What follows belongs to an exercise in optimizing a design on an open flow for small area; a production flow would make more cautious choices.
In this exercise RTL edits were held to simulation tests only and were not proved equivalent to the original.
Power and IR drop assume default switching activity.

before:
## mpl115a2_seq
module mpl115a2_seq #(
    parameter [6:0]   P_DEVADDR          = 7'h60,
    parameter integer P_CONV_WAIT_CYCLES = 1000
) (
    input  wire        clk,
    input  wire        rst,
    input  wire        h_valid,
    input  wire        h_write,
    input  wire [7:0]  h_addr,
    input  wire [31:0] h_wdata,
    input  wire [3:0]  h_be,
    output wire [31:0] h_rdata,
    output wire        h_err,
    output wire        req_valid,
    input  wire        req_ready,
    output wire        req_kind,
    output wire [6:0]  req_dev,
    output wire [1:0]  req_wlen,
    output wire [15:0] req_wdata,
    output wire [3:0]  req_rlen,
    input  wire        rsp_valid,
    input  wire        rsp_ok,
    input  wire [63:0] rsp_rdata
);
For scale: about 1,000 cells after synthesis, about 210 flip-flops, roughly 180 I/O pins, ~9000 sq um of cells after synthesis.
export LEC_CHECK = 0
export CAP_MARGIN = 0
export CORE_MARGIN = 2
export CORE_UTILIZATION = 60
export SLEW_MARGIN = 0
create_clock -name core_clock -period 50.0 [get_ports {clk}]
standard.sh (not shown) runs the stock make flow with config.mk's settings and CLKGATE_MAP_FILE= SYNTH_SCRIPT=/design/flow/synth_recipe.tcl, a recipe that flattens the netlist after the stock synthesis.
==> flow/flow/run.sh <==
#!/bin/bash
# The standard layout (standard.sh: the standard synthesis script and the ORFS steps), with
# these changes, all made through ORFS's own variables:
#  - ABC maps the logic for area (flow/abc_area.script: five rounds of dch + amap) in place of
#    ORFS's delay-oriented abc_speed.script; a copy of ORFS's scripts folder holds the script.
#    Nothing else in the scripts changes, so the registers are the standard synthesis's.
#  - every port still gets a buffer, but the smallest one (buf_1);
#  - the clock tree uses clkbuf_4 with small sink clusters and no dummy loads;
# make's output goes to standard.log; each tool's full log is under orfs/logs/.
set -euo pipefail
rm -rf scripts
cp -r "$FLOW_HOME/scripts" scripts
cp flow/abc_area.script scripts/abc_speed.script
export SCRIPTS_DIR="$PWD/scripts"
export BUFFER_PORTS_ARGS="-buffer_cell sky130_fd_sc_hd__buf_1"
export CTS_ARGS="-sink_clustering_enable -repair_clock_nets -dont_use_dummy_load -buf_list sky130_fd_sc_hd__clkbuf_4 -sink_clustering_size 10 -sink_clustering_max_diameter 50"
bash standard.sh > standard.log 2>&1
==> flow/flow/abc_area.script <==
strash
dch
amap
strash
dch
amap
strash
dch
amap
strash
dch
amap
strash
dch
amap
### before -> after
--- a/flow/design.v
+++ b/flow/design.v
@@ -36,15 +36,15 @@
     output wire [3:0]  req_rlen,
     input  wire        rsp_valid,
     input  wire        rsp_ok,
     input  wire [63:0] rsp_rdata
 );
     localparam integer WAIT_PASSES = (P_CONV_WAIT_CYCLES + 47) / 48;
     localparam [3:0] S_IDLE = 4'd0, S_WAIT = 4'd1, S_CW = 4'd2, S_CH = 4'd3,
-                     S_CM   = 4'd4, S_CD   = 4'd5, S_CT = 4'd6, S_FIN = 4'd7,
+                     S_CM   = 4'd4, S_CD   = 4'd5, S_CT = 4'd6,
                      S_COEF = 4'b1001, S_CONV = 4'b1011, S_ADC = 4'b1101, S_SETWR = 4'b1111;
     localparam [1:0] K_COEF = 2'd0, K_CONV = 2'd1, K_ADC = 2'd2, K_SET = 2'd3;
     localparam [47:0] KA  = 48'd103323 << 9;    
     localparam [47:0] KP  = 48'd185082;         
     localparam [47:0] KT  = 48'd122497 << 20;               
     localparam [47:0] KT0 = ((48'd1 << 28) - 48'd93543) << 20;  
     reg [3:0]   st;
@@ -100,19 +100,20 @@
     wire set_ld = cmd_write && !busy && !is_measure && is_setreg && (cmd_addr <= 8'h02);
     wire pe = (p == 6'd47);
     wire [4:0] i = idx;
     wire tb_i = (i < 5'd10) ? tadc[i[3:0]] : 1'b0;
     wire pb_i = (i < 5'd10) ? padc[i[3:0]] : 1'b0;
     wire cb_i = (i < 5'd14) ? c12_raw[i[3:0]] : 1'b0;
     wire tb_p = (p < 6'd10) ? tadc[p[3:0]] : 1'b0;
-    wire [5:0] j8 = p - 6'd8;
-    wire [5:0] j9 = p - 6'd9;
-    wire b2_p8 = (p < 6'd8) ? 1'b0 : (j8 > 6'd15) ? b2_raw[15] : b2_raw[j8[3:0]];
-    wire b1_p9 = (p < 6'd9) ? 1'b0 : (j9 > 6'd15) ? b1_raw[15] : b1_raw[j9[3:0]];
-    wire a0_p9 = (p < 6'd9) ? 1'b0 : (j9 > 6'd15) ? a0_raw[15] : a0_raw[j9[3:0]];
+    wire [63:0] b2_x = {{40{b2_raw[15]}}, b2_raw, 8'd0};
+    wire [63:0] b1_x = {{39{b1_raw[15]}}, b1_raw, 9'd0};
+    wire [63:0] a0_x = {{39{a0_raw[15]}}, a0_raw, 9'd0};
+    wire b2_p8 = b2_x[p];
+    wire b1_p9 = b1_x[p];
+    wire a0_p9 = a0_x[p];
     wire q = A[47] | (A[37] & (&A[46:38]));
     reg x0, x1, x2, x3, cload, cinit, b_in;
     wire s;
     always @(*) begin
         x0 = 1'b0; x1 = 1'b0; x2 = 1'b0; x3 = 1'b0;
         cload = (p == 6'd0); cinit = 1'b0;
         b_in = B[0];
@@ -257,22 +258,21 @@
                 if (idx == 5'd0) begin
                     case (st)
                         S_WAIT: st <= S_ADC;
                         S_CW:   begin st <= S_CH; idx <= 5'd13; end
                         S_CH:   begin st <= S_CM; idx <= 5'd3; end
                         S_CM:   begin st <= S_CD; idx <= 5'd17; end
                         S_CD:   begin st <= S_CT; idx <= 5'd9; end
-                        S_CT:   st <= S_FIN;
+                        S_CT: begin
+                            press <= A[18:1];
+                            temp  <= {s, A[47:37]};
+                            valid <= 1'b1;
+                            done  <= 1'b1;
+                            st    <= S_IDLE;
+                        end
                         default: ;
                     endcase
                 end
             end
-            if (st == S_FIN) begin
-                press <= A[17:0];
-                temp  <= A[47:36];
-                valid <= 1'b1;
-                done  <= 1'b1;
-                st    <= S_IDLE;
-            end
         end
     end
 endmodule
## What came out
after: PASS, flow complete, no timing, DRC or antenna violations
Against before, relative slew slack in after came out better.
For the fraction of met2 tracks used by global routing, after came in 0.93 points higher than before did.
Compare before and after | total length of routed wires higher: before
Summary of after over before: setup slack after layout saw a decrease, sequential share of layout area saw an increase.
Taking before as the reference, in after clock network power climbed about 2%, total placed cells including tap cells dropped about 2%, filler cell count dropped about 1.5%, synthesized cell count dropped 2.6%.
[after vs before] ratio of final minimum period to clock period: higher in after
after: achievable frequency lower than before
There was hardly any difference in clock network area share between after and before.

-- what the ideal ports hide --
No port has a modelled driver above. Below, the same layouts with a new extraction and two added sets of constraints.
Step 1 (the two cells are an assumption about what drives the block):
set clk [get_ports {clk}]
set_driving_cell -lib_cell sky130_fd_sc_hd__clkbuf_16 $clk
set_driving_cell -lib_cell sky130_fd_sc_hd__buf_2 [delete_from_list [all_inputs] $clk]
Step 2 times the ports against the registers' clock, not the clock port: input delays grow and output delays shrink by t, the midpoint of the rising clock arrivals with the driver on.
Three values: ideal, step 1, step 2; two values: the first two.
run	shift t [ns]	setup WS [ns]	hold slack, ns	slew at the worst register clock pin (ns)	worst data-port slew with drivers (ns)
before	0.667	27.244 / 27.222 / 27.222	0.320 / 0.320 / 0.320	0.12 / 0.12	0.05
after	0.671	26.844 / 26.824 / 26.824	0.330 / 0.330 / 0.330	0.12 / 0.12	0.04
After both steps every run listed still meets setup and hold. The setup slack of before, which loses most, moves by -0.022 ns with the drivers and by -0.022 ns with both steps.
